From an optimization exercise on the open Yosys and OpenROAD flow, aimed at small area and few clock cycles; shortcuts taken in it are not production practice. In this exercise RTL edits were held to simulation tests only and were not proved equivalent to the original. Power and IR drop assume default switching activity.

## lagoon
==> flow/design.v <==
module bbse_fc (
    input  wire         clk,
    input  wire         rst,
    input  wire         req_valid,
    input  wire [31:0]  req_word,
    input  wire         buf_we,
    input  wire [2:0]   buf_idx,
    input  wire [7:0]   buf_wdata,
    output wire [7:0]   status,
    output wire [15:0]  result,
    output wire [55:0]  buf_q,
    output wire [127:0] rbuf_q,
    output wire         tx_valid,
    output wire [7:0]   tx_data,
    input  wire         tx_ready,
    input  wire         rx_valid,
    input  wire [7:0]   rx_data,
    input  wire         link_timeout,
    input  wire         link_closed
);
    localparam [2:0] P_IDLE  = 3'd0;
    localparam [2:0] P_OPEN  = 3'd1;
    localparam [2:0] P_CMD   = 3'd2;
    localparam [2:0] P_RSET  = 3'd3;
    localparam [2:0] P_RDAT  = 3'd4;
    localparam [2:0] P_WDAT  = 3'd5;
    localparam [2:0] P_CLOSE = 3'd6;
    localparam [2:0] P_SING  = 3'd7;
    localparam [4:0] C_TX0 = 5'd19;       
    localparam [4:0] C_HDR = 5'd30;       
    reg  [2:0]  ph;
    reg  [2:0]  st;          
    reg  [2:0]  bi;          
    reg  [2:0]  by;          
    reg  [4:0]  cnt;
    reg  [2:0]  err;
    reg  [15:0] res;
    reg  [7:0]  bufm  [0:6];
    reg  [7:0]  rbufm [0:15];
    wire busy  = (ph != P_IDLE);
    wire txing = cnt[4] & ~(cnt[3] & cnt[2] & cnt[1]);
    wire rxing = busy & ~txing;
    wire bb    = (by == 3'd7);
    wire [3:0]  w_op = req_word[31:28];
    wire [3:0]  w_n  = req_word[27:24];
    wire [7:0]  w_a  = req_word[23:16];
    wire [15:0] w_v  = req_word[15:0];
    reg [3:0] w_len;
    reg       w_cmd;
    always @(*) begin
        w_cmd = 1'b1;
        case (w_a)
            8'h60:        w_len = 4'd0;
            8'h62, 8'h63: w_len = 4'd1;
            8'h64, 8'h65: w_len = 4'd7;
            8'h66, 8'h67: w_len = 4'd3;
            8'h68, 8'h69: w_len = 4'd2;
            default: begin w_len = 4'd0; w_cmd = 1'b0; end
        endcase
    end
    reg wf;
    always @(*) begin
        case (w_op)
            4'h1, 4'h2: wf = (w_n == 4'd0) && (w_a == 8'd0) && (w_v[15:8] == 8'd0);
            4'h3:       wf = (w_n == 4'd0) && (w_a == 8'd0) && (w_v == 16'd0);
            4'h4:       wf = (w_n == 4'd0) && !w_a[0];
            4'h5:       wf = (w_n == 4'd0) && !w_a[0] && (w_v == 16'd0);
            4'h6:       wf = (w_n == 4'd0) && !w_a[0] && (w_v != 16'd0) && (w_v <= 16'd16);
            4'h7:       wf = w_cmd && (w_n == w_len) && (w_v == 16'd0);
            default:    wf = 1'b0;
        endcase
    end
    wire take   = req_valid && !busy;
    wire accept = take && wf;
    wire        is_rtc_rd = res[0];
    wire [2:0]  nm1 = (res[3:1] == 3'd1) ? 3'd0 :
                      (res[3:1] == 3'd2) ? 3'd6 :
                      (res[3:1] == 3'd3) ? 3'd2 : 3'd1;
    wire        last_byte = bb || (by == nm1);
    wire [63:0] wsrc = {res[7:0], bufm[6], bufm[5], bufm[4], bufm[3],
                        bufm[2], bufm[1], bufm[0]};
    wire        cbit = res[~bi];
    wire        dbit = wsrc[{by, bi}];
    reg        rd;
    reg [6:0]  addr7;
    reg [2:0]  v3;
    always @(*) begin
        rd    = 1'b0;
        addr7 = 7'h62;
        v3    = 3'd0;
        case (ph)
            P_OPEN: case (st[1:0])
                2'd0: begin addr7 = 7'h64; v3 = 3'd1; end
                2'd1: v3 = 3'd1;
                2'd2: v3 = 3'd5;
                default: begin addr7 = 7'h63; v3 = 3'd7; end
            endcase
            P_CMD:  v3 = {1'b1, cbit, st[1:0] == 2'd3};
            P_WDAT: v3 = {1'b1, dbit, st[1:0] == 2'd3};
            P_RSET: begin addr7 = 7'h63; v3 = 3'd5; end
            P_RDAT: begin
                if (st == 3'd6) begin rd = 1'b1; v3 = 3'd2; end
                else v3 = {1'b1, 1'b0, st == 3'd5};
            end
            P_CLOSE: begin
                if (st[2]) addr7 = 7'h64;
                else v3 = {st[0], 1'b0, 1'b1};
            end
            P_SING: begin
                rd    = st[2] | st[1];
                addr7 = {by, bi, st[0]};
            end
            default: ;
        endcase
    end
    wire       sing  = (ph == P_SING);
    wire       r16   = sing & st[1];
    wire       rn    = sing & st[2];
    wire [7:0] vlo   = sing ? (res[7:0] | {6'd0, r16, 1'b0}) : {5'd0, v3};
    wire [7:0] vhi   = sing ? res[15:8] : 8'd0;
    reg [7:0] fbyte;
    always @(*) begin
        case (cnt)
            5'd19:   fbyte = 8'h09;
            5'd21:   fbyte = rd ? 8'hF6 : 8'hF5;
            5'd22:   fbyte = {1'b0, addr7};
            5'd26:   fbyte = vlo;
            5'd27:   fbyte = vhi;
            default: fbyte = 8'h00;
        endcase
    end
    assign tx_valid = busy & txing;
    assign tx_data  = fbyte;
    wire [4:0] cnt_inc = cnt + 5'd1;
    wire [4:0] lastv   = !rd ? 5'd31 : (rn ? res[4:0] : 5'd2);
    wire       rx_ok   = rxing & rx_valid;
    wire       ok      = rx_ok & (cnt_inc == lastv);
    wire       fail    = rxing & (link_timeout | link_closed);
    wire [2:0] fcode   = link_timeout ? 3'd1 : (cnt == C_HDR) ? 3'd2 : 3'd3;
    wire       smp_x   = (ph == P_RDAT) & (st == 3'd6);
    wire       smp_en  = smp_x & ((rx_ok & (cnt == 5'd0)) | fail);
    wire       sbit    = rx_ok & rx_data[1];
    reg [2:0] nph, nst, nbi, nby;
    reg       fin;
    always @(*) begin
        nph = ph; nst = st + 3'd1; nbi = bi; nby = by; fin = 1'b0;
        if (fail) begin
            nst = 3'd0;
            if (ph == P_CLOSE || ph == P_SING || bb) fin = 1'b1;
            else nph = P_CLOSE;
        end else begin
            case (ph)
                P_OPEN: if (st[1:0] == 2'd3) begin nph = P_CMD; nst = 3'd0; end
                P_CMD: if (st[1:0] == 2'd3) begin
                    nst = 3'd0; nbi = bi + 3'd1;
                    if (bi == 3'd7) begin
                        if (bb) fin = 1'b1;
                        else if (res[3:0] == 4'd0) nph = P_CLOSE;
                        else if (is_rtc_rd) nph = P_RSET;
                        else nph = P_WDAT;
                    end
                end
                P_RSET: begin nph = P_RDAT; nst = 3'd0; end
                P_RDAT, P_WDAT:
                    if ((ph == P_RDAT) ? (st == 3'd6) : (st[1:0] == 2'd3)) begin
                        nst = 3'd0; nbi = bi + 3'd1;
                        if (bi == 3'd7) begin
                            if (last_byte) begin
                                if (bb) fin = 1'b1;
                                else nph = P_CLOSE;
                            end else nby = by + 3'd1;
                        end
                    end
                P_CLOSE: if (st[2]) fin = 1'b1;
                default: fin = 1'b1;
            endcase
        end
    end
    wire step = ok | fail;
    wire keep_res = (ph == P_RDAT & bb) | (r16 & !fail);
    always @(posedge clk) begin
        if (rst) begin
            ph  <= P_IDLE;
            cnt <= 5'd0;
            err <= 3'd0;
        end else if (!busy) begin
            if (req_valid) begin
                cnt <= C_TX0;
                if (wf) begin
                    err <= 3'd0;
                    case (w_op[2:0])
                        3'd1: ph <= P_CMD;
                        3'd2: ph <= P_WDAT;
                        3'd3: ph <= P_RDAT;
                        3'd7: ph <= P_OPEN;
                        default: ph <= P_SING;
                    endcase
                end else begin
                    err <= 3'd5;
                end
            end
        end else begin
            if (fail && err == 3'd0)
                err <= fcode;
            if (step) begin
                cnt <= C_TX0;
                ph  <= fin ? P_IDLE : nph;
            end else if (txing ? tx_ready : rx_valid) begin
                cnt <= cnt_inc;
            end
        end
    end
    always @(posedge clk) begin
        if (accept) begin
            if (w_op[2]) begin
                if (w_op[1:0] == 2'd3) begin
                    st <= 3'd0; bi <= 3'd0; by <= 3'd0;
                end else begin
                    st <= {w_op[1:0], w_a[1]};
                    bi <= w_a[4:2];
                    by <= w_a[7:5];
                end
            end else begin
                st <= 3'd0; bi <= 3'd0; by <= 3'd7;
            end
        end else if (busy && step) begin
            st <= nst; bi <= nbi; by <= nby;
        end
    end
    always @(posedge clk) begin
        if (rst)
            res <= 16'd0;
        else if (accept)
            res <= (w_op == 4'h7) ? {8'd0, w_a} : w_v;
        else if (busy && step && fin && !keep_res)
            res <= 16'd0;
        else begin
            if (r16 && rx_ok && cnt == 5'd0) res[7:0]  <= rx_data;
            if (r16 && rx_ok && cnt == 5'd1) res[15:8] <= rx_data;
            if (smp_en && bb) res[bi] <= sbit;
        end
    end
    integer k;
    always @(posedge clk) begin
        if (!busy && buf_we && buf_idx != 3'd7)
            bufm[buf_idx] <= buf_wdata;
        if (accept && w_op == 4'h7 && w_a[0])
            for (k = 0; k < 7; k = k + 1)
                if (k < w_n) bufm[k] <= 8'd0;
        if (smp_en && !bb)
            bufm[by][bi] <= sbit;
    end
    always @(posedge clk) begin
        if (rn && rx_ok && !cnt[4])
            rbufm[cnt[3:0]] <= rx_data;
    end
    assign status = {1'b0, err, 2'b00, cnt[4] & !busy, busy};
    assign result = res;
    genvar g;
    generate
        for (g = 0; g < 7; g = g + 1) begin : g_buf
            assign buf_q[8*g +: 8] = bufm[g];
        end
        for (g = 0; g < 16; g = g + 1) begin : g_rbuf
            assign rbuf_q[8*g +: 8] = rbufm[g];
        end
    endgenerate
endmodule
clock: 10.0 ns
lec_check: 0
cap_margin: 20
core_margin: 2
core_utilization: 40
slew_margin: 20
run.sh (not shown) runs the stock make flow with config.mk's settings and CLKGATE_MAP_FILE= SYNTH_SCRIPT=/design/flow/synth_recipe.tcl, a recipe that flattens the netlist after the stock synthesis.
lagoon finished every stage and its layout cleared the timing, DRC and antenna checks.
Testbench counts of lagoon, summed over its fixed seeds: cycles 988,596.
--- input diff lagoon..tundra ---
--- a/flow/design.v
+++ b/flow/design.v
@@ -70,18 +70,18 @@
             default:    wf = 1'b0;
         endcase
     end
     wire take   = req_valid && !busy;
     wire accept = take && wf;
-    wire        is_rtc_rd = res[0];
-    wire [2:0]  nm1 = (res[3:1] == 3'd1) ? 3'd0 :
-                      (res[3:1] == 3'd2) ? 3'd6 :
-                      (res[3:1] == 3'd3) ? 3'd2 : 3'd1;
+    wire        is_rtc_rd = res[8];
+    wire [2:0]  nm1 = (res[11:9] == 3'd1) ? 3'd0 :
+                      (res[11:9] == 3'd2) ? 3'd6 :
+                      (res[11:9] == 3'd3) ? 3'd2 : 3'd1;
     wire        last_byte = bb || (by == nm1);
     wire [63:0] wsrc = {res[7:0], bufm[6], bufm[5], bufm[4], bufm[3],
                         bufm[2], bufm[1], bufm[0]};
-    wire        cbit = res[~bi];
+    wire        cbit = res[{~bb, ~bi}];
     wire        dbit = wsrc[{by, bi}];
     reg        rd;
     reg [6:0]  addr7;
     reg [2:0]  v3;
     always @(*) begin
@@ -153,11 +153,11 @@
                 P_OPEN: if (st[1:0] == 2'd3) begin nph = P_CMD; nst = 3'd0; end
                 P_CMD: if (st[1:0] == 2'd3) begin
                     nst = 3'd0; nbi = bi + 3'd1;
                     if (bi == 3'd7) begin
                         if (bb) fin = 1'b1;
-                        else if (res[3:0] == 4'd0) nph = P_CLOSE;
+                        else if (res[11:8] == 4'd0) nph = P_CLOSE;
                         else if (is_rtc_rd) nph = P_RSET;
                         else nph = P_WDAT;
                     end
                 end
                 P_RSET: begin nph = P_RDAT; nst = 3'd0; end
@@ -225,32 +225,42 @@
             end
         end else if (busy && step) begin
             st <= nst; bi <= nbi; by <= nby;
         end
     end
-    always @(posedge clk) begin
+    reg [15:0] res_d;
+    always @(*) begin
+        res_d = res;
         if (rst)
-            res <= 16'd0;
+            res_d = 16'd0;
         else if (accept)
-            res <= (w_op == 4'h7) ? {8'd0, w_a} : w_v;
+            res_d = (w_op == 4'h7) ? {w_a, 8'd0} : w_v;
         else if (busy && step && fin && !keep_res)
-            res <= 16'd0;
+            res_d = 16'd0;
         else begin
-            if (r16 && rx_ok && cnt == 5'd0) res[7:0]  <= rx_data;
-            if (r16 && rx_ok && cnt == 5'd1) res[15:8] <= rx_data;
-            if (smp_en && bb) res[bi] <= sbit;
-        end
-    end
+            if (r16 && rx_ok && cnt == 5'd0) res_d[7:0]  = rx_data;
+            if (r16 && rx_ok && cnt == 5'd1) res_d[15:8] = rx_data;
+            if (smp_en) begin
+                if (bi == 3'd0) res_d[7:1] = 7'd0;
+                res_d[bi] = sbit;
+            end
+        end
+    end
+    always @(posedge clk)
+        res <= res_d;
+    wire [2:0] nrd = (res[11:9] == 3'd1) ? 3'd1 :
+                     (res[11:9] == 3'd2) ? 3'd7 :
+                     (res[11:9] == 3'd3) ? 3'd3 : 3'd2;
+    wire       bclr = (ph == P_OPEN) & is_rtc_rd;
+    wire [7:0] bufd = busy ? res_d[7:0] : buf_wdata;
     integer k;
     always @(posedge clk) begin
-        if (!busy && buf_we && buf_idx != 3'd7)
-            bufm[buf_idx] <= buf_wdata;
-        if (accept && w_op == 4'h7 && w_a[0])
-            for (k = 0; k < 7; k = k + 1)
-                if (k < w_n) bufm[k] <= 8'd0;
-        if (smp_en && !bb)
-            bufm[by][bi] <= sbit;
+        for (k = 0; k < 7; k = k + 1)
+            if ((!busy && buf_we && buf_idx == k) ||
+                (bclr && k < nrd) ||
+                (smp_en && !bb && by == k))
+                bufm[k] <= bufd;
     end
     always @(posedge clk) begin
         if (rn && rx_ok && !cnt[4])
             rbufm[cnt[3:0]] <= rx_data;
     end
--- outcome ---
Sum of net half-perimeters after detailed placement, tundra vs lagoon: down by a few percent
tundra vs lagoon — met1 capacity usage during global routing dropped 1.8 points.
In the final design statistics, tundra uses fewer standard cells in total than lagoon.
lagoon -> tundra: cell count after synthesis decreased by more than 10%
Between lagoon and tundra, sequential share of cell area increased.
Changes observed in tundra relative to lagoon: area after synthesis went down, power density relative to cell area shrank by 9.8%.
tundra vs lagoon: minimum period implied by the final worst setup slack up in tundra
Going from lagoon to tundra, largest fanout of any net on the critical path grows by 12.
Looking at capturing instance or port of the critical path, the bufm[5][1] result is from tundra; the tx_data[1] one comes from lagoon.
Against lagoon, tundra comes in 0.35 points higher on adder-cell area share of the yosys netlist.
Insertion delay to the later sink of the worst-skew pair: tundra vs lagoon, no meaningful difference
Compared to lagoon, the routing of tundra uses less wire.
Delta (tundra minus lagoon): global-route usage over all layers now smaller, instance area at placement now smaller.
Testbench counts of tundra, summed over its fixed seeds: cycles 988,596.

## separate check: timing with driven ports
How much do the figures lean on ideal ports? The routed layouts below were timed once more, with nothing changed but the port constraints.
Step 1: set_driving_cell puts a clkbuf_16 on clk and a buf_2 on each other input, an assumption about the parent block.
Step 2 adds t to the input delays and takes it off the output delays; t is the mean of the earliest and latest rising clock arrival at the registers after step 1. Input paths then give back, and output paths get back, about the clock's delay inside the block.
Slacks: ideal ports / drivers / drivers and shift; pairs: ideal ports / drivers.
run	shift t [ns]	setup WS [ns]	cell pins on the clock port's net
lagoon	0.561	4.230 / 4.177 / 4.050	1
tundra	0.554	4.161 / 4.179 / 3.625	1
After both steps setup and hold are still met in every run listed. The setup slack of tundra, which loses most, moves by +0.018 ns with the drivers and by -0.536 ns with both steps.
